From an optimization exercise on the open Yosys and OpenROAD flow, aimed at small area, a short achievable clock period and few clock cycles; shortcuts taken in it are not production practice. The RTL was checked by simulation tests, not by an equivalence proof against the original design. Power and IR drop assume default switching activity.

## config.mk

```make
export PLATFORM = sky130hd
export DESIGN_NAME = vgc_topo
export DESIGN_NICKNAME = vgc_topo
export VERILOG_FILES = /design/flow/design.v
export SDC_FILE = /design/flow/constraint.sdc
export NUM_CORES = 4
export LEC_CHECK = 0
export CAP_MARGIN = 20
export CORE_MARGIN = 2
export CORE_UTILIZATION = 55
export PLACE_DENSITY = 0.65
export SLEW_MARGIN = 20
```

## flow/run.sh

```bash
#!/bin/bash
# The standard layout (the standard.sh, unchanged synthesis and steps),
# with repair_timing asked for a larger setup margin so that the resizer
# keeps working below the 10 ns clock.
set -euo pipefail
bash standard.sh SETUP_SLACK_MARGIN=6.4 finish > standard.log 2>&1
```

## standard.sh

```bash
#!/bin/bash
# synth_recipe.tcl (not shown) runs the flow's synth.tcl, then flattens the netlist and writes it again
# the make line also repeats each setting of config.mk as NAME=value (left out here)
make -C /OpenROAD-flow-scripts/flow DESIGN_CONFIG=/design/flow/config.mk WORK_HOME=/design/flow/orfs CLKGATE_MAP_FILE= SYNTH_SCRIPT=/design/flow/synth_recipe.tcl "${@:-finish}"
```

## design.v

```verilog
module vgc_topo (
    input  wire        clk,
    input  wire        rst,
    input  wire        cfg_we,
    input  wire [7:0]  cfg_addr,
    input  wire [31:0] cfg_wdata,
    input  wire        cmd_valid,
    output wire        cmd_ready,
    input  wire [31:0] cmd,
    output wire        rsp_valid,
    input  wire        rsp_ready,
    output wire [63:0] rsp
);
    localparam ST_OK       = 8'h00;
    localparam ST_NOTFOUND = 8'h01;
    localparam ST_INVTOPO  = 8'h02;
    localparam ST_NOREG    = 8'h05;
    localparam ST_STATE    = 8'h06;
    localparam ST_ILLEGAL  = 8'h07;
    localparam ST_RESOURCE = 8'h08;
    integer i, c, g;
    function automatic lt6(input [5:0] a, input [5:0] b);
        integer k; reg r;
        begin
            r = 1'b0;
            for (k = 0; k < 6; k = k + 1) r = (~a[k] & b[k]) | (~(a[k] ^ b[k]) & r);
            lt6 = r;
        end
    endfunction
    function automatic ge8(input [7:0] a, input [7:0] b);
        integer k; reg r;
        begin
            r = 1'b1;
            for (k = 0; k < 8; k = k + 1) r = (a[k] & ~b[k]) | (~(a[k] ^ b[k]) & r);
            ge8 = r;
        end
    endfunction
    function automatic ghit(input [15:0] p, input [10:0] phm1, input phnz,
                            input [15:0] b, input [5:0] sz);
        reg [5:0] dl;
        begin
            dl = {1'b0, p[4:0]} - {1'b0, b[4:0]};
            ghit = lt6({1'b0, dl[4:0]}, sz) &
                   (dl[5] ? (phnz & (phm1 == b[15:5])) : (p[15:5] == b[15:5]));
        end
    endfunction
    reg        d_present  [0:3];
    reg        d_explicit [0:3];
    reg        d_deb      [0:3];
    reg [3:0]  d_ngrp     [0:3];
    reg [5:0]  d_gpp      [0:3];
    reg [7:0]  d_barno    [0:3];
    reg [15:0] d_pin_base [0:3];
    reg [16:0] d_end      [0:3];    
    reg [31:0] d_padregs  [0:3];
    reg [15:0] d_gbase    [0:31];
    reg [5:0]  d_gsize    [0:31];
    reg [15:0] d_ggpio    [0:31];
    reg        lc;             
    reg [15:0] err_count;
    reg        err_code;       
    reg [15:0] err_pin;
    reg        w_v;
    reg [7:0]  w_a;
    reg [31:0] w_d;
    always @(posedge clk) begin
        w_v <= cfg_we & ~rst;
        w_a <= cfg_addr;
        w_d <= cfg_wdata;
    end
    wire        wr    = w_v & ~lc;
    wire [31:0] wdat  = rst ? 32'd0 : w_d;
    wire [16:0] w_end = rst ? 17'd0 : {1'b0, w_d[15:0]} + {1'b0, w_d[31:16]};
    wire [5:0]  wsat  = rst ? 6'd0 : ((w_d[23:16] > 8'd32) ? 6'd33 : w_d[21:16]);
    always @(posedge clk) begin
        for (i = 0; i < 4; i = i + 1) begin
            if (rst || (wr && w_a[7:6] == i && w_a[5:0] == 6'h00)) begin
                d_present[i]  <= wdat[0];
                d_explicit[i] <= wdat[1];
                d_deb[i]      <= wdat[2];
                d_ngrp[i]     <= wdat[11:8];
                d_gpp[i]      <= wsat;
                d_barno[i]    <= wdat[31:24];
            end
            if (rst || (wr && w_a[7:6] == i && w_a[5:0] == 6'h01)) begin
                d_pin_base[i] <= wdat[15:0];
                d_end[i]      <= w_end;
            end
            if (rst || (wr && w_a[7:6] == i && w_a[5:0] == 6'h02))
                d_padregs[i]  <= wdat;
        end
        for (i = 0; i < 32; i = i + 1) begin
            if (rst || (wr && w_a[7:6] == i / 8 && w_a[5:3] == 3'b010 && w_a[2:0] == i % 8)) begin
                d_gbase[i] <= wdat[15:0];
                d_gsize[i] <= wsat;
            end
            if (rst || (wr && w_a[7:6] == i / 8 && w_a[5:3] == 3'b100 && w_a[2:0] == i % 8))
                d_ggpio[i] <= wdat[15:0];
        end
    end
    wire [3:0] act;
    assign act[0] = d_present[0];
    assign act[1] = act[0] & d_present[1];
    assign act[2] = act[1] & d_present[2];
    assign act[3] = act[2] & d_present[3];
    wire [3:0] expl = {d_explicit[3], d_explicit[2], d_explicit[1], d_explicit[0]};
    reg [31:0] gval;
    always @(*)
        for (i = 0; i < 32; i = i + 1)
            gval[i] = act[i / 8] & expl[i / 8] & ((i % 8) < d_ngrp[i / 8]);
    reg  rv;           
    reg  s2_v, s1_v, q_v;
    reg  sk_v;         
    wire adv_rsp;      
    wire hold;         
    assign cmd_ready = ~sk_v;
    wire acc   = cmd_valid & ~sk_v;
    wire [7:0]  c_op  = cmd[7:0];
    wire [7:0]  c_sel = cmd[15:8];
    wire [15:0] c_pin = cmd[31:16];
    reg  [5:0]  c_cls;
    reg         c_ill;
    always @(*) begin
        c_cls = 6'd0;
        c_ill = 1'b0;
        case (c_op)
            8'h01: begin c_cls[0] = 1'b1; c_ill = (c_sel != 8'd0) || (c_pin != 16'd0); end
            8'h04: begin c_cls[1] = 1'b1; c_ill = (c_sel != 8'd0); end
            8'h05: begin c_cls[2] = 1'b1; end
            8'h06: begin c_cls[3] = 1'b1; c_ill = (c_sel >= 8'd3); end
            8'h07: begin c_cls[4] = 1'b1; c_ill = (c_sel != 8'd0); end
            8'h08: begin c_cls[5] = 1'b1; c_ill = (c_sel != 8'd0) || (c_pin != 16'd0); end
            default: c_ill = 1'b1;
        endcase
    end
    wire [25:0] c_dec = {c_ill, c_cls, |c_sel[7:2], c_sel[1:0], c_pin};
    reg  [25:0] sk_dec;
    reg  [25:0] q_dec;
    reg  [10:0] q_phm1;
    reg         q_rg, q_nrg;   
    reg         q_phnz;
    wire [25:0] n_dec = sk_v ? sk_dec : c_dec;
    wire        q_ill   = q_dec[25];
    wire [5:0]  q_cls   = q_dec[24:19];
    wire        q_selhi = q_dec[18];
    wire [1:0]  q_sel   = q_dec[17:16];
    wire [15:0] q_pin   = q_dec[15:0];
    reg [3:0]  chit;
    reg [31:0] hit;
    reg [16:0] sel_off;
    always @(*) begin
        for (c = 0; c < 4; c = c + 1)
            chit[c] = act[c] & (q_pin >= d_pin_base[c]) & ({1'b0, q_pin} < d_end[c]);
        for (i = 0; i < 32; i = i + 1)
            hit[i] = ghit(q_pin, q_phm1, q_phnz,
                          (i < 16 ? q_rg : ~q_nrg) ? d_gbase[i] : d_ggpio[i], d_gsize[i]);
        sel_off = {1'b0, q_pin} - {1'b0, d_pin_base[q_sel]};
    end
    reg        s1_ill;
    reg [5:0]  s1_cls;
    reg        s1_selhi;
    reg [1:0]  s1_sel;
    reg [15:0] s1_pin;
    reg [3:0]  s1_chit;
    reg [1:0]  s1_fc;
    reg [31:0] s1_hit;
    reg [7:0]  s1_soff;
    reg [5:0]  s1_gpp;
    reg [7:0]  rg_hit;
    reg [31:0] mp_hit;
    reg [1:0]  f_c;
    reg [15:0] f_off;
    reg [19:0] f_x;
    reg [2:0]  rg_g;
    reg        rg_f;
    reg [5:0]  rg_gpp;
    reg [8:0]  mul [1:7];
    reg [2:0]  sg;
    reg [3:0]  mp_ch;      
    reg [3:0]  mp_cf;      
    reg [31:0] mp_oh;      
    reg [7:0]  gf;
    reg        seen;
    reg [15:0] m_base;
    reg [4:0]  m_glo;
    reg [15:0] cb [0:3];
    reg [4:0]  cl [0:3];
    always @(*) begin
        for (g = 0; g < 8; g = g + 1)
            rg_hit[g] = s1_hit[{s1_sel, g[2:0]}] & (g < d_ngrp[s1_sel]);
        mp_hit = s1_hit & gval;
        f_c = s1_fc;
        f_off = s1_pin - d_pin_base[f_c];
        f_x   = d_deb[f_c] ? {f_off, s1_sel, 2'b00} : {1'b0, f_off, s1_sel[0], 2'b00};
        rg_gpp = s1_gpp;
        for (g = 1; g < 8; g = g + 1) mul[g] = rg_gpp * g;
        sg = 3'd0;
        for (g = 1; g < 8; g = g + 1) if (ge8(s1_soff, mul[g][7:0])) sg = g;
        if (expl[s1_sel]) begin
            rg_f = |rg_hit;
            rg_g = 3'd0;
            for (g = 7; g >= 0; g = g - 1) if (rg_hit[g]) rg_g = g;
        end else begin
            rg_f = s1_chit[s1_sel];
            rg_g = sg;
        end
        if (s1_selhi || !act[s1_sel]) rg_f = 1'b0;
        for (c = 0; c < 4; c = c + 1)
            mp_ch[c] = expl[c] ? |mp_hit[c*8 +: 8] : s1_chit[c];
        seen = 1'b0;
        for (c = 0; c < 4; c = c + 1) begin
            mp_cf[c] = mp_ch[c] & ~seen;
            seen = seen | mp_ch[c];
        end
        for (c = 0; c < 4; c = c + 1) begin
            seen = 1'b0;
            for (g = 0; g < 8; g = g + 1) begin
                gf[g] = mp_hit[c*8+g] & ~seen;
                seen = seen | mp_hit[c*8+g];
            end
            mp_oh[c*8 +: 8] = gf;
        end
        m_base = 16'd0;
        m_glo  = 5'd0;
        for (c = 0; c < 4; c = c + 1) begin
            cb[c] = 16'd0;
            cl[c] = 5'd0;
            for (g = 0; g < 8; g = g + 1) begin
                cb[c] = cb[c] | (d_gbase[c*8+g] & {16{mp_oh[c*8+g]}});
                cl[c] = cl[c] | (d_ggpio[c*8+g][4:0] & {5{mp_oh[c*8+g]}});
            end
            m_base = m_base | (cb[c] & {16{mp_cf[c] & expl[c]}});
            m_glo  = m_glo  | (cl[c] & {5{mp_cf[c] & expl[c]}});
        end
    end
    reg        s2_ill;
    reg [5:0]  s2_cls;
    reg [1:0]  s2_sel;
    reg [15:0] s2_pin;
    reg        s2_cf;
    reg [1:0]  s2_c;
    reg [19:0] s2_x;
    reg [31:0] s2_pad;
    reg        s2_rgf;
    reg [2:0]  s2_rgg;
    reg        s2_mf;
    reg        s2_mx;
    reg [15:0] s2_mbase;
    reg [4:0]  s2_mglo;
    reg [3:0]  b_step;
    reg [16:0] b_np;
    reg [7:0]  b_res;
    reg [7:0]  cst;
    reg [16:0] bnp;
    reg [1:0]  bc;
    reg [7:0]  bbig;
    always @(*) begin
        bc  = b_step[2:1];
        bnp = d_end[bc] - {1'b0, d_pin_base[bc]};
        for (g = 0; g < 8; g = g + 1)
            bbig[g] = (d_gsize[{bc, g[2:0]}] > 6'd32) && (g < d_ngrp[bc]);
        cst = ST_OK;
        if (d_explicit[bc]) begin
            if (d_ngrp[bc] > 4'd8) cst = ST_RESOURCE;
            else if (|bbig) cst = ST_INVTOPO;
        end else if (b_np != 17'd0) begin
            if (d_gpp[bc] == 6'd0) cst = ST_RESOURCE;
            else if (d_gpp[bc] > 6'd32 && b_np > 17'd32) cst = ST_INVTOPO;
            else if (b_np > {8'd0, d_gpp[bc], 3'd0}) cst = ST_RESOURCE;
        end
        if (!act[bc]) cst = ST_OK;
    end
    wire s2_bld = s2_v & s2_cls[0] & ~s2_ill & ~lc;
    wire s3_wait = s2_bld & ~b_step[3];
    reg [4:0]  m_dl;
    reg [16:0] m_val;
    reg [31:0] ro_val;
    reg [7:0]  n_st, n_aux;
    reg [15:0] n_pinf;
    reg [31:0] n_val;
    reg        n_nf;        
    reg        n_built;
    always @(*) begin
        m_dl  = s2_pin[4:0] - s2_mglo;
        m_val = s2_mx ? {1'b0, s2_mbase} + {12'd0, m_dl} : {1'b0, s2_pin};
        ro_val = s2_pad + {12'd0, s2_x};
        n_st = ST_OK; n_aux = 8'd0; n_pinf = 16'd0; n_val = 32'd0;
        n_nf = 1'b0; n_built = 1'b0;
        if (s2_ill) n_st = ST_ILLEGAL;
        else if (s2_cls[0]) begin
            if (lc) n_st = ST_STATE;
            else begin
                n_st = b_res;
                n_built = (b_res == ST_OK);
            end
        end else if (s2_cls[5]) begin
            n_pinf = err_pin;
            n_val  = {err_count, 7'd0, err_code, 7'd0, lc};
        end else if (!lc) n_st = ST_STATE;
        else if (s2_cls[1]) begin
            if (s2_cf) n_aux = {6'd0, s2_c};
            else n_nf = 1'b1;
        end else if (s2_cls[2]) begin
            if (s2_rgf) n_aux = {5'd0, s2_rgg};
            else n_nf = 1'b1;
        end else if (s2_cls[3]) begin
            if (!s2_cf) n_nf = 1'b1;
            else if (s2_sel == 2'd2 && !d_deb[s2_c]) n_st = ST_NOREG;
            else begin
                n_aux = d_barno[s2_c];
                n_val = ro_val;
            end
        end else begin
            if (s2_mf) n_val = {15'd0, m_val};
            else n_nf = 1'b1;
        end
        if (n_nf) n_st = ST_NOTFOUND;
    end
    reg [7:0]  r_st, r_aux;
    reg [15:0] r_pinf;
    reg [31:0] r_val;
    assign rsp_valid = rv;
    assign rsp = {r_val, r_pinf, r_aux, r_st};
    assign adv_rsp = ~rv | rsp_ready;
    assign hold    = ~adv_rsp | s3_wait;
    always @(posedge clk) begin
        if (rst) begin
            rv        <= 1'b0;
            s2_v      <= 1'b0;
            s1_v      <= 1'b0;
            q_v       <= 1'b0;
            sk_v      <= 1'b0;
            lc        <= 1'b0;
            err_count <= 16'd0;
            err_code  <= 1'b0;
            err_pin   <= 16'd0;
            b_step    <= 4'd0;
            b_res     <= ST_OK;
        end else begin
            if (adv_rsp) begin
                rv <= s2_v & ~s3_wait;
                if (s2_v & ~s3_wait) begin
                    if (n_built) lc <= 1'b1;
                    if (n_nf) begin
                        if (err_count != 16'hFFFF) err_count <= err_count + 16'd1;
                        err_code <= 1'b1;
                        err_pin  <= s2_pin;
                    end
                end
            end
            if (!hold) begin
                s2_v <= s1_v;
                s1_v <= q_v;
                q_v  <= sk_v | acc;
                sk_v <= 1'b0;
            end else if (acc) begin
                sk_v <= 1'b1;
            end
            if (s3_wait) begin
                b_step <= b_step + 4'd1;
                if (b_step[0] && b_res == ST_OK) b_res <= cst;
            end else if (!hold) begin
                b_step <= 4'd0;
                b_res  <= ST_OK;
            end
        end
    end
    always @(posedge clk) b_np <= bnp;
    always @(posedge clk) begin
        if (adv_rsp) begin
            r_st   <= n_st;
            r_aux  <= n_aux;
            r_pinf <= n_pinf;
            r_val  <= n_val;
        end
        if (!hold) begin
            s2_ill   <= s1_ill;
            s2_cls   <= s1_cls;
            s2_sel   <= s1_sel;
            s2_pin   <= s1_pin;
            s2_cf    <= |s1_chit;
            s2_c     <= f_c;
            s2_x     <= f_x;
            s2_pad   <= d_padregs[f_c];
            s2_rgf   <= rg_f;
            s2_rgg   <= rg_g;
            s2_mf    <= |mp_ch;
            s2_mx    <= |(mp_cf & expl);
            s2_mbase <= m_base;
            s2_mglo  <= m_glo;
            s1_ill   <= q_ill;
            s1_cls   <= q_cls;
            s1_selhi <= q_selhi;
            s1_sel   <= q_sel;
            s1_pin   <= q_pin;
            s1_chit  <= chit;
            s1_fc    <= chit[0] ? 2'd0 : chit[1] ? 2'd1 : chit[2] ? 2'd2 : 2'd3;
            s1_hit   <= hit;
            s1_soff  <= sel_off[7:0];
            s1_gpp   <= d_gpp[q_sel];
            q_dec  <= n_dec;
            q_phm1 <= n_dec[15:5] - 11'd1;
            q_phnz <= |n_dec[15:5];
            q_rg   <= n_dec[21];
            q_nrg  <= ~n_dec[21];
        end else if (acc) begin
            sk_dec <= c_dec;
        end
    end
endmodule
```

## constraint.sdc

```tcl
create_clock -name core_clock -period 10.0 [get_ports {clk}]
set_input_delay 2.0000 -clock core_clock [delete_from_list [all_inputs] [get_ports {clk}]]
set_output_delay 2.0000 -clock core_clock [all_outputs]
set_load 0.01 [all_outputs]
```

==> out/results.tsv, run 1 <==
metric	value	unit
Die Area	0.186	mm²
CP max FO	85	
Mapped Avg Cell Area	13.7	µm²
final hold vios	0	
TNS Setup	0	ns
WS Path Type	input port to register	
hold path start	s1_cls[1]$_DFFE_PP_	
Synth Flop Type	edfxtp_1	
# Max-Cap Violations	0	
Syn-to-layout area delta	13.7	%
Slew HR	0.221	
Via-to-Cell Ratio	6.64	
post-synthesis cell count	7359	
Reg-to-Reg Start	d_present[0]$_DFFE_PP_	
status	finished clean	
core area	0.181	mm²
Die Y	432	µm
# H-tree levels	4	
global route overflow	0	
Slew @ Worst Pin	1.17	ns
Clock transition at path regs	0.06	ns
Cell Chain, Critical Path	buf_6 -> buf_6 -> nor2b_4 -> buf_6	
Clock Path Buffers	3	
Area after DPL	0.106	mm²
final setup fails	0	
Fmax achieved	0.271	GHz
commonest non-fill, non-tap cell in the layout	edfxtp_1	
initial antenna violation count	28	
RSZ-0062 raised after global routing	true	
Seq/Total Area, Yosys	0.577	
CTS tree	yes	
CTS hold repair buffers	0	
#FFs+latches synth	1966	
Initial Util	0.555	
first-pass GRT wire length	492	mm
most frequent cells in the layout	edfxtp_1, xor2_1, ha_1	
Row Count	156	
clock root cell	clkbuf_16	
share of layout cells above drive strength 1	0.129	
synth warn	16	
IO buf count	138	
CP startpoint	rst	
CP most frequent cell	buf_6	
CTS buffer count	206	
CTS Sinks	1966	
Async SR Flop Fraction	0	
Clock Latency Late Sink	0.89	ns
Worst Hold Class	register to register	
Data arrival, critical path	4.15	ns
Power Density	188	mW/mm²
GRT busiest layer	met2	
met3 Use GR	0.0886	
Worst Clk Skew	0.0429	ns
gpl congestion	0.988	
DRT Pass-1 Iters	10	
Worst Setup Start Kind	input port	
number of global-route vias before repair	64900	
Post-Syn Area	0.101	mm²
fin crit share	0.369	
Residual DRC	0	
GRT Total Usage	0.378	
maximum vdd ir drop	159	µV
final instance area	0.114	mm²
post-DR wirelength/cell	35.0	µm
Post-synth EDFFs	1863	
Die X-Extent	432	µm
largest net degree at the start of global routing	86	
M1 GR Usage	0.499	
Nets	8352	
Crit-path slowest cell	buf_6	
Largest stage delay, worst path	0.60	ns
Final ANT Viol Nets	0	
Synth cell types	87	
crit end category	register	
Boundary Pins	143	
required time of the critical path	10.47	ns
HPWL after DPL	236	mm
via count	67900	
Slew Limit Fails	0	
worst hold slack	0.422	ns
Iter 0 DRT Violations	9886	
overall routed net length	358	mm
Final Critical Period	3.69	ns
Leak	44.6	nW
M2 GR Usage	0.568	
power breakdown:
group	switching, mW	total (mW)	leakage (nW)	internal (mW)
Clock	3.40	8.02	3.39	4.62
Combinational	2.09	3.43	21.3	1.34
Sequential	0.405	10.1	19.9	9.67
Total	5.89	21.5	44.6	15.6
cell families (layout without fill, tap and decap cells):
family / count (synthesis) / count (layout) / share of synthesized area
flops: 1966 / 1966 / 0.577
xor+xnor: 925 / 925 / 0.0805
mux: 702 / 702 / 0.0871
compound gates: 1285 / 1285 / 0.0887
simple gates: 1232 / 1236 / 0.0632
other cells: 1 / 12 / 0.0000373
buf+inv: 638 / 1119 / 0.0243
fa+ha+maj: 610 / 610 / 0.0793
through the flow:
stage	utilization	power, mW	instances	worst slack, ns
after floorplan	-	12.3	7362	5.45
after global placement	0.583	13.4	9737	4.81
after detailed placement	0.583	13.4	9740	4.77
after CTS	0.627	21.4	10200	6.06
after global routing	0.631	22.2	10200	6.34
final	0.631	21.5	10200	6.31
registers in the layout, indices dropped and copies added, names as in the netlist, 16 cells and up:
| name | flops |
|---|---|
| d_gbase | 512 |
| d_ggpio | 512 |
| d_gsize | 192 |
| d_padregs | 128 |
| d_end | 68 |
| d_pin_base | 64 |
| d_barno | 32 |
| r_val | 32 |
| s1_hit | 32 |
| s2_pad | 32 |
| w_d | 32 |
| q_dec | 25 |
| sk_dec | 25 |
| d_gpp | 24 |
| b_np | 17 |
| s2_x | 17 |
| d_ngrp | 16 |
| err_count | 16 |
| err_pin | 16 |
| r_pinf | 16 |
| s1_pin | 16 |
| s2_mbase | 16 |
| s2_pin | 16 |
worst paths after layout:
| check | to | slack [ns] | cells after the start |
|---|---|---|---|
| setup / recovery | d_ggpio[26][11]$_DFFE_PP_ | 6.31 | 4 |
| hold / removal | s2_cls[1]$_DFFE_PP_ | 0.42 | 0 |
| setup reg to reg | s2_mbase[9]$_DFFE_PP_ | 6.31 | 12 |
| hold reg to reg | s2_cls[1]$_DFFE_PP_ | 0.42 | 0 |
cells in the mapped netlist (8+ instances only):
cell       instances  share of area
fa_1              46         0.0092
nor3b_1           16         0.0012
edfxtp_1        1863           0.56
mux2i_1          511          0.051
a21o_1           223          0.017
nor2b_1          100         0.0062
a222oi_1          62         0.0062
or4_1             52         0.0039
nand2b_1          29         0.0018
nand3b_1           9        0.00067
clkbuf_1         193         0.0072
and2_1            47         0.0029
o21bai_1          39         0.0029
o21ai_0          197         0.0098
a21oi_1          300          0.015
mux2_2            58         0.0065
and3_1            28         0.0017
a31oi_1           17         0.0011
xnor2_1          280          0.024
nand4_1          154         0.0096
ha_1             563          0.070
o21ai_1            9        0.00045
a2111oi_0         10        0.00087
nand3_1          103         0.0051
dfxtp_1          103          0.021
inv_1            309          0.012
buf_2             21         0.0010
a211oi_1          16         0.0012
a221o_1           43         0.0043
a2111o_1          22         0.0025
buf_1            106         0.0040
a31o_2            35         0.0030
nor2_1           199         0.0074
o21a_1            36         0.0027
mux4_2           133          0.030
nor4_1            57         0.0035
o211ai_1          24         0.0018
a221oi_1          47         0.0041
nand2_1          312          0.012
nor3_1            84         0.0042
a22oi_1          122         0.0091
a211o_1            8        0.00070
xor2_1           645          0.056
o22ai_1           14        0.00087
o31ai_1            8        0.00060
critical path, delay by kind of cell:
kind | cells | cell delay (ns)
buffers and inverters | 3 | 1.51
and+or+nand+nor | 1 | 0.26
cell type report:
cell class / count / area, µm²
multi-input cells: 4762 / 41100
flip-flops and latches: 1966 / 58000
diodes: 8 / 20.0
clock buffers: 266 / 5570
inverters: 312 / 1180
clock inverters: 123 / 1460
repair buffers: 418 / 4040
fillers: 13600 / 66800
well taps: 2370 / 2970
routing by layer:
metal | routed length, µm | share of wire | vias up
met5 | 204 | 0.00057 | -
li1 | - | - | 28700
met3 | 41300 | 0.12 | 927
met1 | 133000 | 0.37 | 33800
met2 | 157000 | 0.44 | 4377
met4 | 26200 | 0.073 | 28
repair_timing:
| item | CTS | global route |
|---|---|---|
| cloned | 11 | 7 |
| resized for setup | 166 | 74 |
| buffers inserted | 28 | 40 |
| endpoints found under the hold margin | 0 | 0 |
| endpoints found under the setup margin | 801 | 97 |
| pin swaps | 2 | 11 |
Testbench counts, summed over its fixed seeds: cycles 14,592.
==> run 2, diff against run 1 <==
--- a/design.v
+++ b/design.v
@@ -109,11 +109,13 @@
         for (i = 0; i < 32; i = i + 1)
             gval[i] = act[i / 8] & expl[i / 8] & ((i % 8) < d_ngrp[i / 8]);
     reg  rv;           
+    reg  rv_n;         
+    reg  rdy;          
     reg  s2_v, s1_v, q_v;
     reg  sk_v;         
     wire adv_rsp;      
     wire hold;         
-    assign cmd_ready = ~sk_v;
+    assign cmd_ready = rdy;
     wire acc   = cmd_valid & ~sk_v;
     wire [7:0]  c_op  = cmd[7:0];
     wire [7:0]  c_sel = cmd[15:8];
@@ -147,14 +149,22 @@
     wire [15:0] q_pin   = q_dec[15:0];
     reg [3:0]  chit;
     reg [31:0] hit;
-    reg [16:0] sel_off;
+    reg [7:0]  sel_off;
+    reg [5:0]  sel_gpp;
+    reg [7:0]  sel_d4;
+    reg        sel_q2;
+    reg [7:0]  sel_r1;
     always @(*) begin
         for (c = 0; c < 4; c = c + 1)
             chit[c] = act[c] & (q_pin >= d_pin_base[c]) & ({1'b0, q_pin} < d_end[c]);
         for (i = 0; i < 32; i = i + 1)
             hit[i] = ghit(q_pin, q_phm1, q_phnz,
                           (i < 16 ? q_rg : ~q_nrg) ? d_gbase[i] : d_ggpio[i], d_gsize[i]);
-        sel_off = {1'b0, q_pin} - {1'b0, d_pin_base[q_sel]};
+        sel_off = q_pin[7:0] - d_pin_base[q_sel][7:0];
+        sel_gpp = d_gpp[q_sel];
+        sel_d4  = sel_off - {sel_gpp, 2'b00};
+        sel_q2  = ge8(sel_off, {sel_gpp, 2'b00});
+        sel_r1  = sel_q2 ? sel_d4 : sel_off;
     end
     reg        s1_ill;
     reg [5:0]  s1_cls;
@@ -164,7 +174,8 @@
     reg [3:0]  s1_chit;
     reg [1:0]  s1_fc;
     reg [31:0] s1_hit;
-    reg [7:0]  s1_soff;
+    reg [7:0]  s1_r1;
+    reg        s1_q2;
     reg [5:0]  s1_gpp;
     reg [7:0]  rg_hit;
     reg [31:0] mp_hit;
@@ -173,9 +184,8 @@
     reg [19:0] f_x;
     reg [2:0]  rg_g;
     reg        rg_f;
-    reg [5:0]  rg_gpp;
-    reg [8:0]  mul [1:7];
-    reg [2:0]  sg;
+    reg        sg1, sg0;
+    reg [7:0]  r2;
     reg [3:0]  mp_ch;      
     reg [3:0]  mp_cf;      
     reg [31:0] mp_oh;      
@@ -192,17 +202,16 @@
         f_c = s1_fc;
         f_off = s1_pin - d_pin_base[f_c];
         f_x   = d_deb[f_c] ? {f_off, s1_sel, 2'b00} : {1'b0, f_off, s1_sel[0], 2'b00};
-        rg_gpp = s1_gpp;
-        for (g = 1; g < 8; g = g + 1) mul[g] = rg_gpp * g;
-        sg = 3'd0;
-        for (g = 1; g < 8; g = g + 1) if (ge8(s1_soff, mul[g][7:0])) sg = g;
+        sg1 = ge8(s1_r1, {1'b0, s1_gpp, 1'b0});
+        r2  = sg1 ? s1_r1 - {1'b0, s1_gpp, 1'b0} : s1_r1;
+        sg0 = ge8(r2, {2'b00, s1_gpp});
         if (expl[s1_sel]) begin
             rg_f = |rg_hit;
             rg_g = 3'd0;
             for (g = 7; g >= 0; g = g - 1) if (rg_hit[g]) rg_g = g;
         end else begin
             rg_f = s1_chit[s1_sel];
-            rg_g = sg;
+            rg_g = {s1_q2, sg1, sg0};
         end
         if (s1_selhi || !act[s1_sel]) rg_f = 1'b0;
         for (c = 0; c < 4; c = c + 1)
@@ -321,11 +330,13 @@
     reg [31:0] r_val;
     assign rsp_valid = rv;
     assign rsp = {r_val, r_pinf, r_aux, r_st};
-    assign adv_rsp = ~rv | rsp_ready;
+    assign adv_rsp = rv_n | rsp_ready;
     assign hold    = ~adv_rsp | s3_wait;
     always @(posedge clk) begin
         if (rst) begin
             rv        <= 1'b0;
+            rv_n      <= 1'b1;
+            rdy       <= 1'b1;
             s2_v      <= 1'b0;
             s1_v      <= 1'b0;
             q_v       <= 1'b0;
@@ -338,7 +349,8 @@
             b_res     <= ST_OK;
         end else begin
             if (adv_rsp) begin
-                rv <= s2_v & ~s3_wait;
+                rv   <= s2_v & ~s3_wait;
+                rv_n <= ~(s2_v & ~s3_wait);
                 if (s2_v & ~s3_wait) begin
                     if (n_built) lc <= 1'b1;
                     if (n_nf) begin
@@ -353,8 +365,10 @@
                 s1_v <= q_v;
                 q_v  <= sk_v | acc;
                 sk_v <= 1'b0;
+                rdy  <= 1'b1;
             end else if (acc) begin
                 sk_v <= 1'b1;
+                rdy  <= 1'b0;
             end
             if (s3_wait) begin
                 b_step <= b_step + 4'd1;
@@ -396,8 +410,9 @@
             s1_chit  <= chit;
             s1_fc    <= chit[0] ? 2'd0 : chit[1] ? 2'd1 : chit[2] ? 2'd2 : 2'd3;
             s1_hit   <= hit;
-            s1_soff  <= sel_off[7:0];
-            s1_gpp   <= d_gpp[q_sel];
+            s1_r1    <= sel_r1;
+            s1_q2    <= sel_q2;
+            s1_gpp   <= sel_gpp;
             q_dec  <= n_dec;
             q_phm1 <= n_dec[15:5] - 11'd1;
             q_phnz <= |n_dec[15:5];
==> flow/run.sh (replaced) <==
#!/bin/bash
# The standard layout (the standard.sh: unchanged synthesis and steps)
# with three knobs changed:
#  - repair_timing is asked for a larger setup margin, so the resizer keeps
#    working below the 10 ns clock;
#  - ports are buffered with a plain buffer (buf_4) instead of the delay
#    buffer buffer_ports picks by default;
#  - sizing may swap cells across footprints.
set -euo pipefail
bash standard.sh SETUP_SLACK_MARGIN=6.6 MATCH_CELL_FOOTPRINT=0 \
    "BUFFER_PORTS_ARGS=-buffer_cell sky130_fd_sc_hd__buf_4" finish > standard.log 2>&1
--- a/config.mk
+++ b/config.mk
@@ -7,6 +7,6 @@
 export LEC_CHECK = 0
 export CAP_MARGIN = 20
 export CORE_MARGIN = 2
-export CORE_UTILIZATION = 55
-export PLACE_DENSITY = 0.65
+export CORE_UTILIZATION = 70
+export PLACE_DENSITY = 0.8
 export SLEW_MARGIN = 20
==> run 2 against run 1 <==
Compared with the run above: maximum frequency shrank 1.6%; combinational power is 5% higher; synthesized area fell by 0.60%; non-clock buffer count up 40; core utilization rose by 17 points; still clean; first-iteration DRC count grew 23%; sequential power barely moved; flip-flop and latch count is 3 higher; via count up 4.0%; critical path depth increased by 9; cell count is 5.2% lower; clock skew up 0.0012 ns.
==> out/results.tsv, run 2 <==
metric	value	unit
status	finished clean	
met2 WL post-DR	152	mm
Post-Syn Area	0.100	mm²
core area	0.142	mm²
Via-to-Cell Ratio	7.29	
Commonest cells post-synth	edfxtp_1, xor2_1, mux2i_1, ha_1, a21oi_1	
WL met1	115	mm
Slew @ Worst Pin	1.25	ns
Leak	44.1	nW
Initial Util	0.706	
Cell Chain, Critical Path	buf_6 -> buf_16 -> ha_1 -> xnor2_2 -> ha_2 -> inv_2 -> fa_2 -> a21o_1 -> a21o_1 -> a21o_1 -> a21oi_4 -> inv_2 -> mux2_2	
Fmax achieved	0.267	GHz
global route overflow	0	
crit end category	register	
dpl cells	9144	
post-synthesis cell count	7271	
Top Metal Used	met5	
first-pass GRT wire length	488	mm
final hold vios	0	
TNS Setup	0	ns
WS Path Type	register to register	
Worst Setup Start Kind	register	
Nets	8254	
final instance area	0.114	mm²
final core occ	0.806	
Crit-path slowest cell	fa_2	
CTS buffer count	195	
Residual DRC	0	
Area after DPL	0.104	mm²
Async SR Flop Fraction	0	
Worst Hold Class	register to register	
Iter 0 DRT Violations	12200	
share of layout cells above drive strength 1	0.170	
CP max FO	28	
RSZ-0062 raised after global routing	true	
number of global-route vias before repair	68100	
post-synth top area share	0.560	
Clock transition at path regs	0.06	ns
Synth cell types	87	
met3 routed WL	52.9	mm
most frequent cells in the layout	edfxtp_1, xor2_1, mux2i_1	
clock root cell	clkbuf_16	
Final ANT Viol Nets	0	
Die X-Extent	382	µm
Power Density	188	mW/mm²
HPWL after DPL	222	mm
worst reg2reg setup slack	6.26	ns
Syn-to-layout area delta	14.1	%
Data arrival, critical path	4.30	ns
via count	70600	
Clock Latency Late Sink	0.84	ns
CTS Sinks	1969	
Slew Limit Fails	0	
Largest stage delay, worst path	0.40	ns
initial antenna violation count	42	
Die Y	382	µm
DRT Pass-1 Iters	13	
Seq/Total Area, Yosys	0.581	
cell with the most instances after synthesis	edfxtp_1	
CTS hold repair buffers	0	
#FFs+latches synth	1969	
GRT Total Usage	0.477	
commonest non-fill, non-tap cell in the layout	edfxtp_1	
# H-tree levels	4	
maximum vdd ir drop	217	µV
Synth Flop Type	edfxtp_1	
synth warn	15	
Mapped Avg Cell Area	13.7	µm²
CP most frequent cell	a21o_1	
gpl congestion	1.07	
required time of the critical path	10.56	ns
post-DR wirelength/cell	36.7	µm
final setup fails	0	
Post-synth EDFFs	1864	
Synth area leaders	edfxtp_1, ha_1, xor2_1	
Clock Path Buffers	3	
fin crit share	0.374	
overall routed net length	355	mm
CTS tree	yes	
top flop regs	d_gbase (512), d_ggpio (512), d_gsize (192)	
# Max-Cap Violations	0	
IO buf count	138	
area leader, netlist	edfxtp_1	
Boundary Pins	143	
Worst Clk Skew	0.0441	ns
fin cells	9693	
Slew HR	0.167	
Row Count	138	
largest net degree at the start of global routing	149	
Die Area	0.146	mm²
Final Critical Period	3.74	ns
run 2: cell count changes after synthesis, sizes merged, moves of 18 or more:
cell    previous run  this run
xor2             645       695
a2111o            22         0
or4               52        80
a221o             43        23
xnor2            280       223
o21ai            206       141
clkbuf           193       173
a22oi            122        87
nor4              57        39
nand4            154       193
ha               563       520
a31oi             17        35
a221oi            47        66
nand2            313       286
run 2: through the flow:
stage	setup WS (ns)	total power [mW]	hold slack (ns)
3_3_place_gp	5.13	13.3	0.405
6_report	6.26	21.5	0.420
4_1_cts	6.39	21.2	0.418
2_1_floorplan	5.12	12.3	0.400
5_1_grt	6.20	22.0	0.417
3_5_place_dp	5.09	13.4	0.405
run 2: cells by family (layout without fill, tap and decap cells):
| kind of cell | count (synthesis) | in the layout | synth area share |
|---|---|---|---|
| flip-flops | 1969 | 1969 | 0.581 |
| AO/OA/AOI/OAI | 1209 | 1209 | 0.0848 |
| other | 1 | 22 | 0.0000375 |
| adder cells (fa/ha/maj) | 563 | 563 | 0.0735 |
| multiplexers | 721 | 721 | 0.0892 |
| buffers and inverters | 624 | 1127 | 0.0248 |
| AND/OR/NAND/NOR | 1266 | 1274 | 0.0663 |
| XOR/XNOR | 918 | 918 | 0.0804 |
run 2: area by class of cell:
cell class	instances	area, µm²
Sequential cell	1969	58100
Multi-Input combinational cell	4689	41500
Fill cell	7835	27500
Clock buffer	242	5320
Timing Repair Buffer	458	4260
Tap cell	1890	2360
Clock inverter	124	1420
Inverter	303	1140
Antenna cell	18	45.0
run 2: power breakdown:
part / switching (mW) / total [mW] / leakage [nW] / internal (mW)
combinational: 2.19 / 3.61 / 20.9 / 1.42
sequential: 0.399 / 10.1 / 19.9 / 9.69
clock: 3.31 / 7.79 / 3.27 / 4.48
total: 5.90 / 21.5 / 44.1 / 15.6
run 2: per-layer routing:
layer | up-vias | GRT usage
met5 | - | 0
met3 | 1711 | 0.144
li1 | 28500 | -
met1 | 34000 | 0.599
met2 | 6303 | 0.692
met4 | 38 | 0.378
run 2: worst max-delay path: cells and delay by family, from the launching register on:
kind                     cells  cell delay, ns
AO/OA/AOI/OAI                4            0.76
XOR/XNOR                     1            0.23
adder cells (fa/ha/maj)      3            0.96
buffers and inverters        4            0.82
multiplexers                 1            0.28
flip-flops                   1            0.36
run 2: final timing paths:
path | cells past startpoint | to | startpoint
worst min-delay path | 0 | s1_cls[5]$_DFFE_PP_ | q_dec[24]$_DFFE_PP_
worst max-delay path | 13 | s1_r1[7]$_DFFE_PP_ | q_dec[2]$_DFFE_PP_
worst max register to register | 13 | s1_r1[7]$_DFFE_PP_ | q_dec[2]$_DFFE_PP_
worst min register to register | 0 | s1_cls[5]$_DFFE_PP_ | q_dec[24]$_DFFE_PP_
run 2: what timing repair did:
| item | 4_1_cts | 5_1_grt |
|---|---|---|
| pin swaps | 71 | 71 |
| resized for setup | 228 | 119 |
| endpoints found under the setup margin | 1702 | 1023 |
| gates cloned | 19 | 11 |
| setup buffers | 80 | 54 |
| endpoints found under the hold margin | 0 | 0 |
Testbench counts of run 2, summed over its fixed seeds: cycles 14,592.
==> run 3, diff against run 2 <==
--- a/design.v
+++ b/design.v
@@ -63,18 +63,20 @@
     reg        w_v;
     reg [7:0]  w_a;
     reg [31:0] w_d;
+    reg        d_rst;
     always @(posedge clk) begin
-        w_v <= cfg_we & ~rst;
-        w_a <= cfg_addr;
-        w_d <= cfg_wdata;
+        w_v   <= cfg_we & ~rst;
+        w_a   <= cfg_addr;
+        w_d   <= cfg_wdata;
+        d_rst <= rst;
     end
     wire        wr    = w_v & ~lc;
-    wire [31:0] wdat  = rst ? 32'd0 : w_d;
-    wire [16:0] w_end = rst ? 17'd0 : {1'b0, w_d[15:0]} + {1'b0, w_d[31:16]};
-    wire [5:0]  wsat  = rst ? 6'd0 : ((w_d[23:16] > 8'd32) ? 6'd33 : w_d[21:16]);
+    wire [31:0] wdat  = d_rst ? 32'd0 : w_d;
+    wire [16:0] w_end = d_rst ? 17'd0 : {1'b0, w_d[15:0]} + {1'b0, w_d[31:16]};
+    wire [5:0]  wsat  = d_rst ? 6'd0 : ((w_d[23:16] > 8'd32) ? 6'd33 : w_d[21:16]);
     always @(posedge clk) begin
         for (i = 0; i < 4; i = i + 1) begin
-            if (rst || (wr && w_a[7:6] == i && w_a[5:0] == 6'h00)) begin
+            if (d_rst || (wr && w_a[7:6] == i && w_a[5:0] == 6'h00)) begin
                 d_present[i]  <= wdat[0];
                 d_explicit[i] <= wdat[1];
                 d_deb[i]      <= wdat[2];
@@ -82,19 +84,19 @@
                 d_gpp[i]      <= wsat;
                 d_barno[i]    <= wdat[31:24];
             end
-            if (rst || (wr && w_a[7:6] == i && w_a[5:0] == 6'h01)) begin
+            if (d_rst || (wr && w_a[7:6] == i && w_a[5:0] == 6'h01)) begin
                 d_pin_base[i] <= wdat[15:0];
                 d_end[i]      <= w_end;
             end
-            if (rst || (wr && w_a[7:6] == i && w_a[5:0] == 6'h02))
+            if (d_rst || (wr && w_a[7:6] == i && w_a[5:0] == 6'h02))
                 d_padregs[i]  <= wdat;
         end
         for (i = 0; i < 32; i = i + 1) begin
-            if (rst || (wr && w_a[7:6] == i / 8 && w_a[5:3] == 3'b010 && w_a[2:0] == i % 8)) begin
+            if (d_rst || (wr && w_a[7:6] == i / 8 && w_a[5:3] == 3'b010 && w_a[2:0] == i % 8)) begin
                 d_gbase[i] <= wdat[15:0];
                 d_gsize[i] <= wsat;
             end
-            if (rst || (wr && w_a[7:6] == i / 8 && w_a[5:3] == 3'b100 && w_a[2:0] == i % 8))
+            if (d_rst || (wr && w_a[7:6] == i / 8 && w_a[5:3] == 3'b100 && w_a[2:0] == i % 8))
                 d_ggpio[i] <= wdat[15:0];
         end
     end
==> run 3 against run 2 <==
Compared with the run above: still clean on timing, DRC and antenna; global-route usage is 0.16 points lower; count of clock-buffer cells in the layout is the same; maximum frequency is 0.16% higher; synthesized area is essentially flat; flip-flop and latch count is 1 higher; total power increased by 3.3%; non-clock buffer count rose by 8; synthesized cell count rose by 0.87%; clock power fell by 3.7%; clock skew fell by 0.018 ns; critical path depth grew 2; highest routed layer unchanged.
==> out/results.tsv, run 3 <==
metric	value	unit
status	finished clean	
hold path start	s1_cls[5]$_DFFE_PP_	
HPWL after DPL	223	mm
Initial Util	0.706	
worst hold slack	0.424	ns
Slew @ Worst Pin	1.27	ns
RSZ-0062 raised after global routing	true	
Post-Syn Area	0.0999	mm²
Residual DRC	0	
final core occ	0.801	
Worst Clk Skew	0.0262	ns
TNS Setup	0	ns
Post-synth EDFFs	1864	
CP Buf/Inv Count	4	
Reg-to-Reg Start	q_dec[16]$_DFFE_PP_	
commonest non-fill, non-tap cell in the layout	edfxtp_1	
Iter 0 DRT Violations	11200	
Nets	8322	
Clock Path Buffers	3	
Data arrival, critical path	4.31	ns
initial antenna violation count	26	
number of global-route vias before repair	68200	
Worst Hold Class	register to register	
worst reg2reg setup slack	6.26	ns
Power Density	196	mW/mm²
dpl cells	9224	
Pwr Total	22.2	mW
Cell Chain, Critical Path	buf_12 -> buf_6 -> mux4_2 -> inv_1 -> ha_1 -> a21boi_2 -> o21a_1 -> nor2_4 -> xnor2_2 -> ha_1 -> a21o_1 -> a21o_1 -> a21oi_4 -> inv_2 -> mux2_2	
Syn-to-layout area delta	13.5	%
gpl congestion	1.07	
worst reg2reg path endpoint	s1_r1[7]$_DFFE_PP_	
WHS Path Cells	0	
largest net degree at the start of global routing	77	
cell with the most instances after synthesis	edfxtp_1	
global route overflow	0	
GRT Total Usage	0.475	
overall routed net length	354	mm
CTS tree	yes	
Reg area	0.0581	mm²
DRT Pass-1 Iters	9	
Clock Latency Late Sink	0.84	ns
Boundary Pins	143	
CP max FO	4	
Clock transition at path regs	0.07	ns
Crit-path slowest cell	mux4_2	
fin crit share	0.374	
Largest stage delay, worst path	0.53	ns
part of the power in combinational logic	0.197	
clock root cell	clkbuf_16	
Slew HR	0.142	
# H-tree levels	4	
IO buf count	138	
switching power	6.37	mW
Worst Reg-to-Reg Cells	15	
core area	0.142	mm²
via count	70800	
area of the multi-input gates	0.0411	mm²
P_int	15.8	mW
post-synth top area share	0.560	
fin cells	9755	
CTS buffer count	197	
Seq/Total Area, Yosys	0.581	
Synth area leaders	edfxtp_1, ha_1, xor2_1	
WS Path Type	register to register	
Synth cell types	83	
first-pass GRT wire length	488	mm
Synth Flop Type	edfxtp_1	
Row Count	138	
Die Y	382	µm
Die Area	0.146	mm²
final hold vios	0	
Async SR Flop Fraction	0	
# Max-Cap Violations	0	
share of layout cells above drive strength 1	0.162	
post-synthesis cell count	7334	
CP startpoint	q_dec[16]$_DFFE_PP_	
Via-to-Cell Ratio	7.26	
Worst Setup Start Kind	register	
sw frac	0.287	
final setup fails	0	
top flop regs	d_gbase (512), d_ggpio (512), d_gsize (192)	
number of filler cells placed in the layout	8017	
synth warn	15	
post-DR wirelength/cell	36.3	µm
Mapped Avg Cell Area	13.6	µm²
sequential share of power	0.465	
Fmax achieved	0.268	GHz
#FFs+latches synth	1970	
Final Critical Period	3.74	ns
Clock power frac	0.338	
area leader, netlist	edfxtp_1	
maximum vdd ir drop	173	µV
CTS Sinks	1970	
crit end category	register	
Leak	43.9	nW
most frequent cells in the layout	edfxtp_1, xor2_1, mux2i_1	
Final ANT Viol Nets	0	
Commonest cells post-synth	edfxtp_1, xor2_1, mux2i_1, ha_1, nand2_1	
WHS Endpoint	s2_cls[5]$_DFFE_PP_	
Die X-Extent	382	µm
Slew Limit Fails	0	
required time of the critical path	10.57	ns
delay-heaviest family, CP	compound AO/OA/AOI/OAI gates	
[run 3: layout make-up]
| type | instances | share of cell area |
|---|---|---|
| Inverter | 311 | 0.0104 |
| Tap cell | 1890 | 0.0208 |
| Timing Repair Buffer | 466 | 0.0365 |
| Antenna cell | 12 | 0.000265 |
| Clock buffer | 242 | 0.0457 |
| Clock inverter | 126 | 0.0113 |
| Multi-Input combinational cell | 4738 | 0.363 |
| Sequential cell | 1970 | 0.512 |
[run 3: power groups by stage]
stage	Sequential [mW]	Clock [mW]	Combinational, mW
final	10.3	7.50	4.36
after global routing	10.4	7.78	4.62
after detailed placement	10.4	0	3.76
after global placement	10.4	0	3.62
after floorplan	10.2	0	2.65
after CTS	10.3	7.47	4.01
[run 3: worst max-delay path by stage]
stage	end	slack, ns	cells past startpoint
2_1_floorplan	s1_r1[3]$_DFFE_PP_	5.30	12
3_3_place_gp	s1_q2$_DFFE_PP_	5.21	6
3_5_place_dp	s1_r1[6]$_DFFE_PP_	5.13	6
4_1_cts	s1_r1[7]$_DFFE_PP_	6.27	16
5_1_grt	s1_r1[7]$_DFFE_PP_	6.09	16
6_report	s1_r1[7]$_DFFE_PP_	6.26	15
[run 3: what timing repair did]
item	4_1_cts	5_1_grt
buffers inserted	68	55
setup endpoints to repair	227	114
endpoints found under the hold margin	0	0
hold buffers	0	0
cloned	17	8
pin swaps	39	66
resized for setup	190	159
[run 3: kinds of logic after synthesis]
family / after synthesis / share of synthesized area
DFF: 1970 / 0.581
adders and majority gates: 562 / 0.0734
AOI/OAI and AO/OA: 1267 / 0.0849
xor gates and xnor gates: 921 / 0.0807
buffers and inverters: 633 / 0.0244
and+or+nand+nor: 1256 / 0.0651
muxes: 724 / 0.0900
other: 1 / 0.0000375
[run 3: per-layer routing]
metal | global-route usage | share of wire | up-vias
met5 | 0 | 0.00040 | -
met4 | 0.369 | 0.10 | 22
met3 | 0.145 | 0.15 | 1661
met2 | 0.694 | 0.43 | 6136
met1 | 0.594 | 0.32 | 34400
li1 | - | - | 28600
[run 3: stage by stage]
step | cell area, µm² | setup WS [ns]
CTS | 112000 | 6.27
global route | 113000 | 6.09
global placement | 104000 | 5.21
detailed placement | 104000 | 5.13
finish | 113000 | 6.26
floorplan | 100000 | 5.30
Testbench counts of run 3, summed over its fixed seeds: cycles 14,592.
==> run 4, diff against run 3 <==
--- a/design.v
+++ b/design.v
@@ -100,16 +100,26 @@
                 d_ggpio[i] <= wdat[15:0];
         end
     end
-    wire [3:0] act;
-    assign act[0] = d_present[0];
-    assign act[1] = act[0] & d_present[1];
-    assign act[2] = act[1] & d_present[2];
-    assign act[3] = act[2] & d_present[3];
+    reg  [3:0] act, ae;
     wire [3:0] expl = {d_explicit[3], d_explicit[2], d_explicit[1], d_explicit[0]};
+    always @(posedge clk) begin
+        act[0] <= d_present[0];
+        act[1] <= d_present[0] & d_present[1];
+        act[2] <= d_present[0] & d_present[1] & d_present[2];
+        act[3] <= d_present[0] & d_present[1] & d_present[2] & d_present[3];
+        ae[0]  <= d_present[0] & d_explicit[0];
+        ae[1]  <= d_present[0] & d_present[1] & d_explicit[1];
+        ae[2]  <= d_present[0] & d_present[1] & d_present[2] & d_explicit[2];
+        ae[3]  <= d_present[0] & d_present[1] & d_present[2] & d_present[3] & d_explicit[3];
+    end
+    reg [31:0] gin;
+    always @(posedge clk)
+        for (i = 0; i < 32; i = i + 1)
+            gin[i] <= (i % 8) < d_ngrp[i / 8];
     reg [31:0] gval;
     always @(*)
         for (i = 0; i < 32; i = i + 1)
-            gval[i] = act[i / 8] & expl[i / 8] & ((i % 8) < d_ngrp[i / 8]);
+            gval[i] = ae[i / 8] & gin[i];
     reg  rv;           
     reg  rv_n;         
     reg  rdy;          
@@ -141,6 +151,8 @@
     reg  [25:0] sk_dec;
     reg  [25:0] q_dec;
     reg  [10:0] q_phm1;
+    reg  [7:0]  q_pb;          
+    reg  [5:0]  q_gpp;
     reg         q_rg, q_nrg;   
     reg         q_phnz;
     wire [25:0] n_dec = sk_v ? sk_dec : c_dec;
@@ -152,21 +164,28 @@
     reg [3:0]  chit;
     reg [31:0] hit;
     reg [7:0]  sel_off;
-    reg [5:0]  sel_gpp;
-    reg [7:0]  sel_d4;
-    reg        sel_q2;
-    reg [7:0]  sel_r1;
+    reg [7:0]  sel_m [1:7];
+    reg [7:1]  sel_t;
+    reg [2:0]  sel_g;
     always @(*) begin
         for (c = 0; c < 4; c = c + 1)
             chit[c] = act[c] & (q_pin >= d_pin_base[c]) & ({1'b0, q_pin} < d_end[c]);
         for (i = 0; i < 32; i = i + 1)
             hit[i] = ghit(q_pin, q_phm1, q_phnz,
                           (i < 16 ? q_rg : ~q_nrg) ? d_gbase[i] : d_ggpio[i], d_gsize[i]);
-        sel_off = q_pin[7:0] - d_pin_base[q_sel][7:0];
-        sel_gpp = d_gpp[q_sel];
-        sel_d4  = sel_off - {sel_gpp, 2'b00};
-        sel_q2  = ge8(sel_off, {sel_gpp, 2'b00});
-        sel_r1  = sel_q2 ? sel_d4 : sel_off;
+        sel_off  = q_pin[7:0] - q_pb;
+        sel_m[1] = {2'b00, q_gpp};
+        sel_m[2] = {1'b0, q_gpp, 1'b0};
+        sel_m[3] = {2'b00, q_gpp} + {1'b0, q_gpp, 1'b0};
+        sel_m[4] = {q_gpp, 2'b00};
+        sel_m[5] = {2'b00, q_gpp} + {q_gpp, 2'b00};
+        sel_m[6] = {1'b0, q_gpp, 1'b0} + {q_gpp, 2'b00};
+        sel_m[7] = {q_gpp, 3'b000} - {2'b00, q_gpp};
+        for (g = 1; g < 8; g = g + 1) sel_t[g] = ge8(sel_off, sel_m[g]);
+        sel_g[2] = sel_t[4];
+        sel_g[1] = (sel_t[2] & ~sel_t[4]) | sel_t[6];
+        sel_g[0] = (sel_t[1] & ~sel_t[2]) | (sel_t[3] & ~sel_t[4]) |
+                   (sel_t[5] & ~sel_t[6]) | sel_t[7];
     end
     reg        s1_ill;
     reg [5:0]  s1_cls;
@@ -175,19 +194,17 @@
     reg [15:0] s1_pin;
     reg [3:0]  s1_chit;
     reg [1:0]  s1_fc;
+    reg [3:0]  s1_foh;     
     reg [31:0] s1_hit;
-    reg [7:0]  s1_r1;
-    reg        s1_q2;
-    reg [5:0]  s1_gpp;
+    reg [2:0]  s1_sg;
     reg [7:0]  rg_hit;
     reg [31:0] mp_hit;
     reg [1:0]  f_c;
-    reg [15:0] f_off;
+    reg [15:0] f_off, f_pb;
+    reg        f_deb;
     reg [19:0] f_x;
     reg [2:0]  rg_g;
     reg        rg_f;
-    reg        sg1, sg0;
-    reg [7:0]  r2;
     reg [3:0]  mp_ch;      
     reg [3:0]  mp_cf;      
     reg [31:0] mp_oh;      
@@ -199,21 +216,24 @@
     reg [4:0]  cl [0:3];
     always @(*) begin
         for (g = 0; g < 8; g = g + 1)
-            rg_hit[g] = s1_hit[{s1_sel, g[2:0]}] & (g < d_ngrp[s1_sel]);
+            rg_hit[g] = s1_hit[{s1_sel, g[2:0]}] & gin[{s1_sel, g[2:0]}];
         mp_hit = s1_hit & gval;
         f_c = s1_fc;
-        f_off = s1_pin - d_pin_base[f_c];
-        f_x   = d_deb[f_c] ? {f_off, s1_sel, 2'b00} : {1'b0, f_off, s1_sel[0], 2'b00};
-        sg1 = ge8(s1_r1, {1'b0, s1_gpp, 1'b0});
-        r2  = sg1 ? s1_r1 - {1'b0, s1_gpp, 1'b0} : s1_r1;
-        sg0 = ge8(r2, {2'b00, s1_gpp});
+        f_pb  = 16'd0;
+        f_deb = 1'b0;
+        for (c = 0; c < 4; c = c + 1) begin
+            f_pb  = f_pb | (d_pin_base[c] & {16{s1_foh[c]}});
+            f_deb = f_deb | (d_deb[c] & s1_foh[c]);
+        end
+        f_off = s1_pin - f_pb;
+        f_x   = f_deb ? {f_off, s1_sel, 2'b00} : {1'b0, f_off, s1_sel[0], 2'b00};
         if (expl[s1_sel]) begin
             rg_f = |rg_hit;
             rg_g = 3'd0;
             for (g = 7; g >= 0; g = g - 1) if (rg_hit[g]) rg_g = g;
         end else begin
             rg_f = s1_chit[s1_sel];
-            rg_g = {s1_q2, sg1, sg0};
+            rg_g = s1_sg;
         end
         if (s1_selhi || !act[s1_sel]) rg_f = 1'b0;
         for (c = 0; c < 4; c = c + 1)
@@ -251,7 +271,8 @@
     reg        s2_cf;
     reg [1:0]  s2_c;
     reg [19:0] s2_x;
-    reg [31:0] s2_pad;
+    reg [3:0]  s2_coh;     
+    reg        s2_deb;     
     reg        s2_rgf;
     reg [2:0]  s2_rgg;
     reg        s2_mf;
@@ -262,12 +283,21 @@
     reg [16:0] b_np;
     reg [7:0]  b_res;
     reg [7:0]  cst;
-    reg [16:0] bnp;
+    reg [16:0] bnp, bnp_e;
+    reg [15:0] bnp_b;
+    reg [3:0]  b_coh;      
+    reg [3:0]  nstep;
     reg [1:0]  bc;
     reg [7:0]  bbig;
     always @(*) begin
         bc  = b_step[2:1];
-        bnp = d_end[bc] - {1'b0, d_pin_base[bc]};
+        bnp_e = 17'd0;
+        bnp_b = 16'd0;
+        for (c = 0; c < 4; c = c + 1) begin
+            bnp_e = bnp_e | (d_end[c] & {17{b_coh[c]}});
+            bnp_b = bnp_b | (d_pin_base[c] & {16{b_coh[c]}});
+        end
+        bnp = bnp_e - {1'b0, bnp_b};
         for (g = 0; g < 8; g = g + 1)
             bbig[g] = (d_gsize[{bc, g[2:0]}] > 6'd32) && (g < d_ngrp[bc]);
         cst = ST_OK;
@@ -283,18 +313,23 @@
     end
     wire s2_bld = s2_v & s2_cls[0] & ~s2_ill & ~lc;
     wire s3_wait = s2_bld & ~b_step[3];
+    always @(*) nstep = s3_wait ? b_step + 4'd1 : (!hold ? 4'd0 : b_step);
     reg [4:0]  m_dl;
     reg [16:0] m_val;
-    reg [31:0] ro_val;
+    reg [31:0] ro_val, ro_pad;
     reg [7:0]  n_st, n_aux;
     reg [15:0] n_pinf;
     reg [31:0] n_val;
     reg        n_nf;        
     reg        n_built;
+    reg        v_ok, v_gs, v_rc, v_rg, v_ro, v_mp;
     always @(*) begin
         m_dl  = s2_pin[4:0] - s2_mglo;
         m_val = s2_mx ? {1'b0, s2_mbase} + {12'd0, m_dl} : {1'b0, s2_pin};
-        ro_val = s2_pad + {12'd0, s2_x};
+        ro_pad = 32'd0;
+        for (c = 0; c < 4; c = c + 1)
+            ro_pad = ro_pad | (d_padregs[c] & {32{s2_coh[c]}});
+        ro_val = ro_pad + {12'd0, s2_x};
         n_st = ST_OK; n_aux = 8'd0; n_pinf = 16'd0; n_val = 32'd0;
         n_nf = 1'b0; n_built = 1'b0;
         if (s2_ill) n_st = ST_ILLEGAL;
@@ -305,27 +340,29 @@
                 n_built = (b_res == ST_OK);
             end
         end else if (s2_cls[5]) begin
-            n_pinf = err_pin;
-            n_val  = {err_count, 7'd0, err_code, 7'd0, lc};
         end else if (!lc) n_st = ST_STATE;
         else if (s2_cls[1]) begin
-            if (s2_cf) n_aux = {6'd0, s2_c};
-            else n_nf = 1'b1;
+            if (!s2_cf) n_nf = 1'b1;
         end else if (s2_cls[2]) begin
-            if (s2_rgf) n_aux = {5'd0, s2_rgg};
-            else n_nf = 1'b1;
+            if (!s2_rgf) n_nf = 1'b1;
         end else if (s2_cls[3]) begin
             if (!s2_cf) n_nf = 1'b1;
-            else if (s2_sel == 2'd2 && !d_deb[s2_c]) n_st = ST_NOREG;
-            else begin
-                n_aux = d_barno[s2_c];
-                n_val = ro_val;
-            end
+            else if (s2_sel == 2'd2 && !s2_deb) n_st = ST_NOREG;
         end else begin
-            if (s2_mf) n_val = {15'd0, m_val};
-            else n_nf = 1'b1;
+            if (!s2_mf) n_nf = 1'b1;
         end
         if (n_nf) n_st = ST_NOTFOUND;
+        v_ok = ~s2_ill & lc;
+        v_gs = ~s2_ill & s2_cls[5];
+        v_rc = v_ok & s2_cls[1] & s2_cf;
+        v_rg = v_ok & s2_cls[2] & s2_rgf;
+        v_ro = v_ok & s2_cls[3] & s2_cf & ~(s2_sel == 2'd2 && !s2_deb);
+        v_mp = v_ok & s2_cls[4] & s2_mf;
+        n_aux  = ({8{v_rc}} & {6'd0, s2_c}) | ({8{v_rg}} & {5'd0, s2_rgg}) |
+                 ({8{v_ro}} & d_barno[s2_c]);
+        n_pinf = {16{v_gs}} & err_pin;
+        n_val  = ({32{v_gs}} & {err_count, 7'd0, err_code, 7'd0, lc}) |
+                 ({32{v_ro}} & ro_val) | ({32{v_mp}} & {15'd0, m_val});
     end
     reg [7:0]  r_st, r_aux;
     reg [15:0] r_pinf;
@@ -348,6 +385,7 @@
             err_code  <= 1'b0;
             err_pin   <= 16'd0;
             b_step    <= 4'd0;
+            b_coh     <= 4'b0001;
             b_res     <= ST_OK;
         end else begin
             if (adv_rsp) begin
@@ -372,11 +410,11 @@
                 sk_v <= 1'b1;
                 rdy  <= 1'b0;
             end
+            b_step <= nstep;
+            b_coh  <= 4'b0001 << nstep[2:1];
             if (s3_wait) begin
-                b_step <= b_step + 4'd1;
                 if (b_step[0] && b_res == ST_OK) b_res <= cst;
             end else if (!hold) begin
-                b_step <= 4'd0;
                 b_res  <= ST_OK;
             end
         end
@@ -397,7 +435,8 @@
             s2_cf    <= |s1_chit;
             s2_c     <= f_c;
             s2_x     <= f_x;
-            s2_pad   <= d_padregs[f_c];
+            s2_coh   <= s1_foh;
+            s2_deb   <= f_deb;
             s2_rgf   <= rg_f;
             s2_rgg   <= rg_g;
             s2_mf    <= |mp_ch;
@@ -411,14 +450,15 @@
             s1_pin   <= q_pin;
             s1_chit  <= chit;
             s1_fc    <= chit[0] ? 2'd0 : chit[1] ? 2'd1 : chit[2] ? 2'd2 : 2'd3;
+            s1_foh   <= chit[0] ? 4'b0001 : chit[1] ? 4'b0010 : chit[2] ? 4'b0100 : 4'b1000;
             s1_hit   <= hit;
-            s1_r1    <= sel_r1;
-            s1_q2    <= sel_q2;
-            s1_gpp   <= sel_gpp;
+            s1_sg    <= sel_g;
             q_dec  <= n_dec;
             q_phm1 <= n_dec[15:5] - 11'd1;
             q_phnz <= |n_dec[15:5];
             q_rg   <= n_dec[21];
+            q_pb   <= d_pin_base[n_dec[17:16]][7:0];
+            q_gpp  <= d_gpp[n_dec[17:16]];
             q_nrg  <= ~n_dec[21];
         end else if (acc) begin
             sk_dec <= c_dec;
==> run 4 against run 3 <==
Compared with the run above: first-iteration DRC count shrank 0.13%; cell count grew 1.4%; clock skew grew 0.0075 ns; wire length shrank 3.9%; critical path type unchanged; critical endpoint is now s2_mbase[8]$_DFFE_PP_; largest power group unchanged; highest routed layer unchanged.
==> out/results.tsv, run 4 <==
metric	value	unit
status	finished clean	
CTS tree	yes	
sw frac	0.285	
Final Critical Period	3.57	ns
most frequent cells in the layout	edfxtp_1, xor2_1, ha_1	
Reg-to-Reg Start	s1_hit[11]$_DFFE_PP_	
Power Density	196	mW/mm²
final setup fails	0	
required time of the critical path	10.57	ns
number of filler cells placed in the layout	8074	
RSZ-0062 raised after global routing	true	
area leader, netlist	edfxtp_1	
delay-heaviest family, CP	compound AO/OA/AOI/OAI gates	
# H-tree levels	4	
post-DR wirelength/cell	34.4	µm
Slew @ Worst Pin	1.27	ns
#FFs+latches synth	1997	
mux cell area share after synthesis	0.0651	
Cell Chain, Critical Path	nand2_1 -> nor2_1 -> buf_6 -> a22o_1 -> a222oi_1 -> o21ai_0 -> a221oi_2 -> nor2_1 -> a2111o_1	
clock root cell	clkbuf_16	
Iter 0 DRT Violations	11200	
setup ws final	6.43	ns
compound-gate portion of the synthesized area	0.103	
CP endpoint	s2_mbase[8]$_DFFE_PP_	
via count	70800	
Worst Hold Class	register to register	
Slew HR	0.152	
Worst Clk Skew	0.0338	ns
global route overflow	0	
TNS Setup	0	ns
Worst Setup Start Kind	register	
largest family of logic cells by synthesized area	compound AO/OA/AOI/OAI gates	
part of the power in combinational logic	0.187	
worst reg2reg path endpoint	s2_mbase[8]$_DFFE_PP_	
final hold vios	0	
gpl congestion	1.05	
Worst Reg-to-Reg Cells	9	
core area	0.142	mm²
fin crit share	0.357	
Clock Path Buffers	3	
Die Area	0.147	mm²
CTS Sinks	1997	
IO buf count	138	
Post-synth EDFFs	1847	
Syn-to-layout area delta	13.3	%
Mapped Avg Cell Area	13.4	µm²
commonest non-fill, non-tap cell in the layout	edfxtp_1	
HPWL after DPL	215	mm
fin cells	9893	
Synth Area in Simple Gates	0.0677	
DRT Pass-1 Iters	15	
Clock power frac	0.348	
Setup WS pre-CTS	5.28	ns
Final ANT Viol Nets	0	
number of global-route vias before repair	68900	
Clock transition at path regs	0.07	ns
Slew Limit Fails	0	
Post-Syn Area	0.100	mm²
CP startpoint	s1_hit[11]$_DFFE_PP_	
Async SR Flop Fraction	0	
post-synth top area share	0.552	
Row Count	138	
Seq/Total Area, Yosys	0.582	
Fmax achieved	0.280	GHz
initial antenna violation count	20	
GRT Total Usage	0.454	
synth warn	16	
switching power	6.36	mW
Die X-Extent	383	µm
Synth cell types	92	
# Max-Cap Violations	0	
crit end category	register	
Clock Latency Late Sink	0.86	ns
WS Path Type	register to register	
Via-to-Cell Ratio	7.15	
top flop regs	d_gbase (512), d_ggpio (512), d_gsize (192)	
Synth area leaders	edfxtp_1, ha_1, xor2_1	
largest net degree at the start of global routing	137	
Commonest cells post-synth	edfxtp_1, xor2_1, ha_1, mux2i_1, nand2_1	
P_int	15.9	mW
cell with the most instances after synthesis	edfxtp_1	
Initial Util	0.708	
Crit-path slowest cell	a222oi_1	
Boundary Pins	143	
post-synthesis cell count	7518	
CP Buf/Inv Count	1	
CP max FO	21	
first-pass GRT wire length	472	mm
worst reg2reg setup slack	6.43	ns
CP most frequent cell	nor2_1	
critical path depth	9	
share of layout cells above drive strength 1	0.138	
Residual DRC	0	
CTS buffer count	197	
Die Y	383	µm
Leak	44.5	nW
Data arrival, critical path	4.14	ns
dpl cells	9390	
Post-Synth Adder-Cell Area	0.0775	
maximum vdd ir drop	201	µV
sequential share of power	0.465	
xor/xnor cell area share of the yosys netlist	0.0803	
Largest stage delay, worst path	0.55	ns
Nets	8497	
overall routed net length	340	mm
Synth Flop Type	edfxtp_1	
[run 4: cell type report]
| class | count | area, µm² | share of cell area |
|---|---|---|---|
| flip-flops and latches | 1997 | 58500 | 0.514 |
| multi-input cells | 4916 | 40900 | 0.360 |
| clock buffers | 237 | 5180 | 0.0456 |
| repair buffers | 438 | 4180 | 0.0367 |
| well taps | 1890 | 2360 | 0.0208 |
| clock inverters | 134 | 1580 | 0.0139 |
| inverters | 273 | 1060 | 0.00930 |
| diodes | 8 | 20.0 | 0.000176 |
[run 4: stage by stage]
| step | utilization | hold slack (ns) | instance area [µm²] | total power, mW |
|---|---|---|---|---|
| floorplan | - | 0.384 | 101000 | 12.9 |
| CTS | 0.793 | 0.420 | 113000 | 22.0 |
| global placement | 0.735 | 0.403 | 104000 | 14.0 |
| finish | 0.802 | 0.418 | 114000 | 22.3 |
| global route | 0.802 | 0.426 | 114000 | 22.9 |
| detailed placement | 0.735 | 0.405 | 104000 | 14.2 |
[run 4: power groups by stage]
stage	Combinational, mW	Sequential [mW]	Clock [mW]
finish	4.17	10.3	7.76
CTS	3.93	10.3	7.72
floorplan	2.63	10.3	0
global placement	3.59	10.5	0
global route	4.46	10.4	8.06
detailed placement	3.70	10.5	0
[run 4: worst min path at each step]
stage                            from             endpoint  cells after the start  slack [ns]
3_3_place_gp         s1_ill$_DFFE_PP_     s2_ill$_DFFE_PP_                      0        0.40
6_report          s1_cls[1]$_DFFE_PP_  s2_cls[1]$_DFFE_PP_                      0        0.42
2_1_floorplan  d_present[0]$_DFFE_PP_       act[0]$_DFF_P_                      0        0.38
3_5_place_dp   s1_fc[1]$_SDFFCE_PP0P_    s2_c[1]$_DFFE_PP_                      0        0.40
4_1_cts        s1_fc[1]$_SDFFCE_PP0P_    s2_c[1]$_DFFE_PP_                      0        0.42
5_1_grt              s1_ill$_DFFE_PP_     s2_ill$_DFFE_PP_                      0        0.43
[run 4: what timing repair did]
action                     CTS  global route
gates cloned                11             8
resized for setup          177            96
hold endpoints to repair     0             0
setup buffers               56            42
setup endpoints to repair  273           185
hold buffers                 0             0
pin swaps                   30            44
[run 4: cells by family (layout without fill, tap and decap cells)]
| family | Yosys count | in the layout |
|---|---|---|
| fa+ha+maj | 598 | 598 |
| flops | 1997 | 1997 |
| mux | 612 | 612 |
| buf+inv | 609 | 1082 |
| xor+xnor | 921 | 921 |
| other cells | 1 | 12 |
| simple gates | 1328 | 1329 |
| compound gates | 1452 | 1452 |
[run 4: per-layer routing]
layer,share of wire,routed length (µm),GRT usage,vias up
met5,0.00036,124,0,-
met4,0.093,31700,0.348,20
met3,0.14,47700,0.138,1411
met2,0.44,149000,0.679,5653
met1,0.33,112000,0.557,34300
li1,-,-,-,29400
Testbench counts of run 4, summed over its fixed seeds: cycles 14,592.

## port drivers added, routing unchanged
Ports are ideal in the flow. The routed layouts listed here were re-timed in OpenROAD.
Step 1 assumes that a clkbuf_16 drives the clock port and a buf_2 every other input.
Step 2 also shifts input and output timing later by t, the mid clock arrival at the registers, as if the neighbouring blocks saw the same clock.
a / b / c = ideal / step 1 / step 2; a / b = the first two.
run	t (ns)	slack for setup (ns)	hold WS [ns]	latest minus earliest clock arrival (ns)
run 1	0.955	6.315 / 6.325 / 5.410	0.422 / 0.422 / 0.422	0.044 / 0.044
run 2	0.905	6.256 / 6.256 / 5.605	0.420 / 0.420 / 0.420	0.048 / 0.047
run 3	0.919	6.262 / 6.262 / 5.799	0.424 / 0.424 / 0.424	0.032 / 0.033
run 4	0.933	6.432 / 6.432 / 5.755	0.418 / 0.418 / 0.418	0.039 / 0.040
After both steps setup and hold are still met in every run listed. For run 1, which loses most, drivers alone change the setup slack by +0.010 ns; drivers and shift together by -0.905 ns.
